Background: an optimization exercise with open tools, aiming at small area, a short achievable clock period and few clock cycles. Do not read the settings as production practice.
Only simulation tests tie the RTL to the original design; equivalence was not proved.
Power is estimated from default activity; no workload was simulated.

$ cat flow/design.v
module txq_arbiter (
    input  wire        clk,
    input  wire        rst,           
    input  wire        cmd_valid,
    output wire        cmd_ready,
    input  wire [1:0]  cmd_op,        
    input  wire [28:0] cmd_canid,     
    input  wire [5:0]  cmd_count,     
    input  wire [15:0] cmd_tag,       
    input  wire [7:0]  cmd_arg,       
    output reg         rsp_valid,
    output reg  [7:0]  rsp_status,
    output reg  [7:0]  rsp_handle,
    output reg  [28:0] rsp_canid,
    output reg  [15:0] rsp_tag,
    output reg  [7:0]  rsp_next,
    output reg  [5:0]  rsp_count,
    output reg  [5:0]  rsp_size
);
    localparam N = 32;
    localparam [1:0] OP_CONFIG = 2'd0;
    localparam [1:0] OP_PUSH   = 2'd1;
    localparam [1:0] OP_PEEK   = 2'd2;
    localparam [1:0] OP_POP    = 2'd3;
    localparam [7:0] ST_OK        = 8'h00;
    localparam [7:0] ST_INVALID   = 8'h10;
    localparam [7:0] ST_QUEUEFULL = 8'h20;
    localparam [7:0] NONE = 8'hFF;
    localparam [1:0] S_IDLE   = 2'd0;
    localparam [1:0] S_EXEC   = 2'd1;
    localparam [1:0] S_INSERT = 2'd2;
    reg [1:0]  state;
    reg [1:0]  op_q;
    reg [28:0] canid_q;
    reg [5:0]  count_q;
    reg [15:0] tag_q;
    reg [7:0]  arg_q;
    reg [5:0]  cap;
    reg [5:0]  size;
    reg [N-1:0] used;             
    reg [4:0]  ord_h   [0:N-1];
    reg [28:0] ord_id  [0:N-1];
    reg [15:0] ord_tag [0:N-1];
    reg [7:0]  ord_nx  [0:N-1];
    reg [5:0]  remain;
    reg        first;
    assign cmd_ready = (state == S_IDLE);
    integer i;
    reg [4:0]   free0, free1;
    reg [N-1:0] used1;            
    always @(*) begin
        free0 = 5'd0;
        for (i = N - 1; i >= 0; i = i - 1)
            if (!used[i])
                free0 = i[4:0];
        used1 = used;
        used1[free0] = 1'b1;
        free1 = 5'd0;
        for (i = N - 1; i >= 0; i = i - 1)
            if (!used1[i])
                free1 = i[4:0];
    end
    reg [N-1:0] keep;
    always @(*) begin
        for (i = 0; i < N; i = i + 1)
            keep[i] = (i < size) && (ord_id[i] <= canid_q);
    end
    reg [N-1:0] hit;              
    reg [N-1:0] shift;            
    reg         pop_found;
    reg [4:0]   sel_h;
    reg [28:0]  sel_id;
    reg [15:0]  sel_tag;
    reg [7:0]   sel_nx;
    always @(*) begin
        for (i = 0; i < N; i = i + 1) begin
            if (arg_q == NONE)
                hit[i] = (i == 0) && (size != 6'd0);
            else
                hit[i] = (i < size) && ({3'b000, ord_h[i]} == arg_q);
        end
        pop_found = |hit;
        shift[0] = hit[0];
        for (i = 1; i < N; i = i + 1)
            shift[i] = shift[i-1] | hit[i];
        sel_h   = 5'd0;
        sel_id  = 29'd0;
        sel_tag = 16'd0;
        sel_nx  = 8'd0;
        for (i = 0; i < N; i = i + 1)
            if (hit[i]) begin
                sel_h   = ord_h[i];
                sel_id  = ord_id[i];
                sel_tag = ord_tag[i];
                sel_nx  = ord_nx[i];
            end
    end
    task automatic respond_empty(input [7:0] status);
        begin
            rsp_valid  <= 1'b1;
            rsp_status <= status;
            rsp_handle <= NONE;
            rsp_canid  <= 29'd0;
            rsp_tag    <= 16'd0;
            rsp_next   <= NONE;
            rsp_count  <= 6'd0;
        end
    endtask
    always @(posedge clk) begin
        if (rst) begin
            state     <= S_IDLE;
            cap       <= 6'd0;
            size      <= 6'd0;
            used      <= {N{1'b0}};
            rsp_valid <= 1'b0;
        end else begin
            rsp_valid <= 1'b0;
            case (state)
            S_IDLE: begin
                if (cmd_valid) begin
                    op_q    <= cmd_op;
                    canid_q <= cmd_canid;
                    count_q <= cmd_count;
                    tag_q   <= cmd_tag;
                    arg_q   <= cmd_arg;
                    state   <= S_EXEC;
                end
            end
            S_EXEC: begin
                state    <= S_IDLE;
                rsp_size <= size;
                case (op_q)
                OP_CONFIG: begin
                    if (arg_q > N) begin
                        respond_empty(ST_INVALID);
                    end else begin
                        cap <= arg_q[5:0];
                        respond_empty(ST_OK);
                    end
                end
                OP_PUSH: begin
                    if (count_q == 6'd0)
                        respond_empty(ST_INVALID);
                    else if ({1'b0, size} + {1'b0, count_q} > {1'b0, cap})
                        respond_empty(ST_QUEUEFULL);
                    else begin
                        remain <= count_q;
                        first  <= 1'b1;
                        state  <= S_INSERT;
                    end
                end
                OP_PEEK: begin
                    if (size == 6'd0)
                        respond_empty(ST_OK);
                    else begin
                        rsp_valid  <= 1'b1;
                        rsp_status <= ST_OK;
                        rsp_handle <= {3'b000, ord_h[0]};
                        rsp_canid  <= ord_id[0];
                        rsp_tag    <= ord_tag[0];
                        rsp_next   <= ord_nx[0];
                        rsp_count  <= 6'd0;
                    end
                end
                OP_POP: begin
                    if (!pop_found) begin
                        respond_empty(arg_q == NONE ? ST_OK : ST_INVALID);
                    end else begin
                        rsp_valid  <= 1'b1;
                        rsp_status <= ST_OK;
                        rsp_handle <= {3'b000, sel_h};
                        rsp_canid  <= sel_id;
                        rsp_tag    <= sel_tag;
                        rsp_next   <= sel_nx;
                        rsp_count  <= 6'd0;
                        rsp_size   <= size - 6'd1;
                        size       <= size - 6'd1;
                        used[sel_h] <= 1'b0;
                        for (i = 0; i < N - 1; i = i + 1)
                            if (shift[i]) begin
                                ord_h[i]   <= ord_h[i+1];
                                ord_id[i]  <= ord_id[i+1];
                                ord_tag[i] <= ord_tag[i+1];
                                ord_nx[i]  <= ord_nx[i+1];
                            end
                    end
                end
                endcase
            end
            S_INSERT: begin
                for (i = 0; i < N; i = i + 1)
                    if (!keep[i]) begin
                        if (i == 0 || keep[i-1]) begin
                            ord_h[i]   <= free0;
                            ord_id[i]  <= canid_q;
                            ord_tag[i] <= tag_q;
                            ord_nx[i]  <= (remain == 6'd1) ? NONE : {3'b000, free1};
                        end else begin
                            ord_h[i]   <= ord_h[i-1];
                            ord_id[i]  <= ord_id[i-1];
                            ord_tag[i] <= ord_tag[i-1];
                            ord_nx[i]  <= ord_nx[i-1];
                        end
                    end
                used[free0] <= 1'b1;
                size        <= size + 6'd1;
                remain      <= remain - 6'd1;
                first       <= 1'b0;
                if (first)
                    rsp_handle <= {3'b000, free0};
                if (remain == 6'd1) begin
                    state      <= S_IDLE;
                    rsp_valid  <= 1'b1;
                    rsp_status <= ST_OK;
                    rsp_canid  <= 29'd0;
                    rsp_tag    <= 16'd0;
                    rsp_next   <= NONE;
                    rsp_count  <= count_q;
                    rsp_size   <= size + 6'd1;
                end
            end
            default: state <= S_IDLE;
            endcase
        end
    end
endmodule
$ cat flow/run.sh
#!/bin/bash
# synth_recipe.tcl (not shown) runs the flow's synth.tcl, then flattens the netlist and writes it again
# the make line also repeats each setting of config.mk as NAME=value (left out here)
make -C /OpenROAD-flow-scripts/flow DESIGN_CONFIG=/design/flow/config.mk WORK_HOME=/design/flow/orfs CLKGATE_MAP_FILE= SYNTH_SCRIPT=/design/flow/synth_recipe.tcl finish
$ cat flow/config.mk
export PLATFORM = sky130hd
export DESIGN_NAME = txq_arbiter
export DESIGN_NICKNAME = txq_arbiter
export VERILOG_FILES = /design/flow/design.v
export SDC_FILE = /design/flow/constraint.sdc
export NUM_CORES = 4
export LEC_CHECK = 0
export CAP_MARGIN = 20
export CORE_MARGIN = 2
export CORE_UTILIZATION = 40
export SLEW_MARGIN = 20
$ cat flow/constraint.sdc
create_clock -name core_clock -period 8.0 [get_ports {clk}]
set_input_delay 1.6000 -clock core_clock [delete_from_list [all_inputs] [get_ports {clk}]]
set_output_delay 1.6000 -clock core_clock [all_outputs]
set_load 0.01 [all_outputs]
==> results.sh <==
export IMPL_status="complete, no violations"
export IMPL_syn_inst=15800
export IMPL_cp_endpoint="used[25]$_SDFFE_PP0P_"
export IMPL_yosysWarnings=6
export IMPL_relSlewSlack_pct=6.14
export IMPL_dp_hpwl_um=465000
export IMPL_setup_tns_final_ps=0
export IMPL_ff2ff_path_depth=16
export IMPL_grt_setup_unrepaired="no"
export IMPL_synth_seq_cells=2044
export IMPL_setup_viol=0
export IMPL_ir_worst_vdd_uv=149
export IMPL_worst_pin_slew_ps=1390
export IMPL_nets=16300
export IMPL_ys_flop_type="edfxtp_1"
export IMPL_worstPathRequired_ps=8760
export IMPL_ctsHtreeMaxLevel=5
export IMPL_reg2reg_slack_ps=560
export IMPL_slew_violations=0
export IMPL_holdBufCountCts=0
export IMPL_vias_per_cell=6.54
export IMPL_grt_pass1_vias=120000
export IMPL_yosysSeqAreaShare_pct=42.8
export IMPL_rr_startpoint="size[1]$_SDFFE_PP0P_"
export IMPL_cts_root_buf="clkbuf_16"
export IMPL_timing_fmax_mhz=134
export IMPL_cp_end_kind="flip-flop"
export IMPL_finalCritPeriodShare_pct=93.0
export IMPL_first_iter_violations=21100
export IMPL_hold_slack_ps=524
export IMPL_portBuffers=140
export IMPL_power_leakage_nw=58.6
export IMPL_critPathKind="flip-flop to flip-flop"
export IMPL_area_growth_pct=10.6
export IMPL_die_y_um=600
export IMPL_synth_area_um2=142000
export IMPL_avgSynthCellArea_um2=9.02
export IMPL_cp_arrival_ps=8200
export IMPL_vias=132000
export IMPL_finClkSkew_ps=59.3
export IMPL_drv_cap=0
export IMPL_cts_buffers=263
export IMPL_hold_viol_final=0
export IMPL_clock_path_buffers=4
export IMPL_num_rows=218
export IMPL_worst_path_max_fanout=9
export IMPL_antenna_found_initial=27
export IMPL_yosysUniqueCellTypes=116
export IMPL_wl_um=627000
export IMPL_clkSlewWorstSetupHoldPaths_ps=60
export IMPL_grt_ovfl_total=0
export IMPL_grt_total_usage_pct=33.6
export IMPL_grt_max_degree=215
export IMPL_drive_gt1_share_pct=7.85
export IMPL_r2r_end="used[25]$_SDFFE_PP0P_"
export IMPL_cts_tree="yes"
export IMPL_die_w_um=600
export IMPL_ant_nets=0
export IMPL_core_um2=353000
export IMPL_async_flop_share_pct=0
export IMPL_start_util_pct=40.3
export IMPL_boundaryPins=147
export IMPL_start_kind="flip-flop"
export IMPL_drc_errors=0
export IMPL_gp_congestion=1.04
export IMPL_cts_repair_resized=0
export IMPL_clkLatencyLatePin_ps=930
export IMPL_grt_pass1_wl_um=891000
export IMPL_first_pass_iters=9
export IMPL_cp_startpoint="size[1]$_SDFFE_PP0P_"
export IMPL_wl_per_cell_um=31.0
export IMPL_p_per_area_nw_per_um2=158
export IMPL_die_area_um2=360000
export IMPL_clock_sinks=2044
export IMPL_hp_class="flip-flop to flip-flop"
export IMPL_postCtsSetupBuffers=0
export IMPL_finalCriticalPeriod_ps=7440
export IMPL_synth_edf_count=1997
## worst min-delay path by stage
stage | start | endpoint | slack (ps) | cells after the start
after CTS | cap[1]$_SDFFE_PP0P_ | cap[1]$_SDFFE_PP0P_ | 520 | 2
after global routing | cap[2]$_SDFFE_PP0P_ | cap[2]$_SDFFE_PP0P_ | 550 | 2
after floorplan | cap[1]$_SDFFE_PP0P_ | cap[1]$_SDFFE_PP0P_ | 460 | 2
after global placement | cap[0]$_SDFFE_PP0P_ | cap[0]$_SDFFE_PP0P_ | 510 | 2
final | cap[1]$_SDFFE_PP0P_ | cap[1]$_SDFFE_PP0P_ | 520 | 2
after detailed placement | cap[1]$_SDFFE_PP0P_ | cap[1]$_SDFFE_PP0P_ | 500 | 2
## synthesized netlist by cell type (32+ instances only)
cell,n,share of area (%)
a221oi_1,127,0.78
clkbuf_1,1037,2.7
nand4_1,231,1.0
nor2b_1,101,0.44
a211o_1,46,0.28
nor4_1,61,0.27
inv_1,162,0.43
and3_1,82,0.36
o221ai_1,128,0.79
a21o_1,199,1.1
ha_1,959,8.4
xnor2_1,85,0.52
o21ai_0,549,1.9
buf_2,47,0.17
nand2_1,1908,5.0
o221a_2,47,0.37
dfxtp_1,47,0.66
o21a_1,139,0.73
nor3_1,208,0.73
or4_1,34,0.18
and2_1,34,0.15
nor2_1,2358,6.2
a311oi_1,86,0.53
mux2i_1,694,4.9
xor2_1,101,0.62
o31ai_1,62,0.33
a22oi_1,59,0.31
mux2_2,82,0.65
buf_1,174,0.46
or3_1,95,0.42
o22ai_1,164,0.72
edfxtp_1,1997,42
o211ai_1,119,0.63
a21oi_1,1813,6.4
a31oi_1,720,3.2
a211oi_1,123,0.65
o21ai_1,32,0.11
a221o_1,98,0.69
nand3_1,241,0.85
nand2b_1,63,0.28
## cell families (layout without fill, tap and decap cells)
| kind of cell | count (synthesis) | after routing | synth area share (%) |
|---|---|---|---|
| AO/OA/AOI/OAI | 4774 | 4774 | 21.3 |
| XOR/XNOR | 186 | 186 | 1.15 |
| adder cells (fa/ha/maj) | 960 | 960 | 8.45 |
| buffers and inverters | 1473 | 1213 | 4.04 |
| flip-flops | 2044 | 2044 | 42.8 |
| multiplexers | 778 | 778 | 5.56 |
| other | 1 | 18 | 0.00264 |
| AND/OR/NAND/NOR | 5539 | 5539 | 16.7 |
## per-stage QoR
stage	instances	power [mW]	cell area, µm²	utilization [%]	setup WS (ps)
6_report	20200	24.9	157000	44.5	561
2_1_floorplan	15800	12.7	142000	-	10.6
3_3_place_gp	19800	13.2	149000	42.2	1360
4_1_cts	20200	24.9	157000	44.5	1250
3_5_place_dp	19800	13.2	149000	42.2	1290
5_1_grt	20200	25.4	157000	44.5	722
## area by class of cell
class                           instances  area [µm²]
Clock inverter                        140        1120
Clock buffer                          324        7010
Inverter                              180         681
Fill cell                           34300      196000
Timing Repair Buffer                  569        4880
Tap cell                             4730        5920
Multi-Input combinational cell      12200       76600
Antenna cell                           12        30.0
Sequential cell                      2044       60900
## state kept, by name, summed over array words and instances, names as in the netlist
name / cells
first: 1
arg_q: 8
rsp_next: 8
canid_q: 29
rsp_count: 6
size: 6
ord_h: 160
rsp_canid: 29
rsp_size: 6
rsp_status: 2
ord_tag: 512
ord_nx: 256
cap: 6
rsp_valid: 1
rsp_handle: 6
remain: 6
tag_q: 16
ord_id: 928
rsp_tag: 16
op_q: 2
count_q: 6
used: 32
state: 2
## critical path, stage by stage, from the launching register on
cell and delay [ps]:
dfxtp_1 560, buf_4 310, inv_1 90, ha_1 390
nor2b_1 340, o21ai_1 1000, and3_1 370, nand3_1 430
nor3_1 640, o41ai_1 190, a211oi_1 1020, o21a_1 510
ha_1 250, inv_1 80, xnor2_1 170, nor3b_2 720
a311oi_1 190
## metal layers
layer,up-vias,track usage (%),part of all wire [%]
met2,8877,47.5,41
met1,64000,47.6,41
li1,58200,-,-
met4,26,14.4,4.9
met5,-,0.227,0.030
met3,1249,9.39,13
## power by group
| part | internal, mW | total (mW) | switching, mW |
|---|---|---|---|
| clock | 6.68 | 11.8 | 5.16 |
| combinational | 0.395 | 1.25 | 0.851 |
| sequential | 11.7 | 11.8 | 0.123 |
| total | 18.8 | 24.9 | 6.13 |
## cells in the final DEF (no fill, tap or decap), drive strengths merged, types with 46 or more instances in the layout
cell type      Yosys  routed
nor3             212     212
nor2            2362    2362
nor4              70      70
a311oi            87      87
nand2           1910    1910
nand3            244     244
mux2              83      83
a221o             98      98
inv              166     191
dfxtp             47      47
o31ai             62      62
edfxtp          1997    1997
nor2b            101     101
a31oi            722     722
xor2             101     101
nand2b            63      63
o22ai            164     164
o221ai           130     130
a21oi           1818    1818
ha               959     959
buf              255     425
a221oi           127     127
clkinv            14     110
a22oi             59      59
a211o             46      46
o221a             60      60
clkbuf          1038     329
o211ai           119     119
and3              83      83
o21ai            609     609
a21o             200     200
clkdlybuf4s50      0     139
xnor2             85      85
o21a             141     141
nand4            232     232
mux2i            695     695
a211oi           124     124
or3               96      96
Testbench counts, summed over its fixed seeds: cycles 78,206.

-- port drivers added, routing unchanged --
Ports are ideal in the flow. The routed layout listed here was re-timed in OpenROAD.
Step 1 (the two cells are an assumption about what drives the block):
set clk [get_ports {clk}]
set_driving_cell -lib_cell sky130_fd_sc_hd__clkbuf_16 $clk
set_driving_cell -lib_cell sky130_fd_sc_hd__buf_2 [delete_from_list [all_inputs] $clk]
Step 2 adds t to the input delays and takes it off the output delays; t is the mean of the earliest and latest rising clock arrival at the registers after step 1. Input paths then give back, and output paths get back, about the clock's delay inside the block.
a / b / c = ideal ports / drivers / drivers and shift; a / b = the first two.
t, ns: 1.023
setup slack, ns: 0.561 / 0.561 / 0.561
worst setup path after step 2: register to register
cell pins on the clock port's net: 1
After both steps setup and hold are still met in this run. The setup slack of this run moves by 0.000 ns with the drivers and by 0.000 ns with both steps.
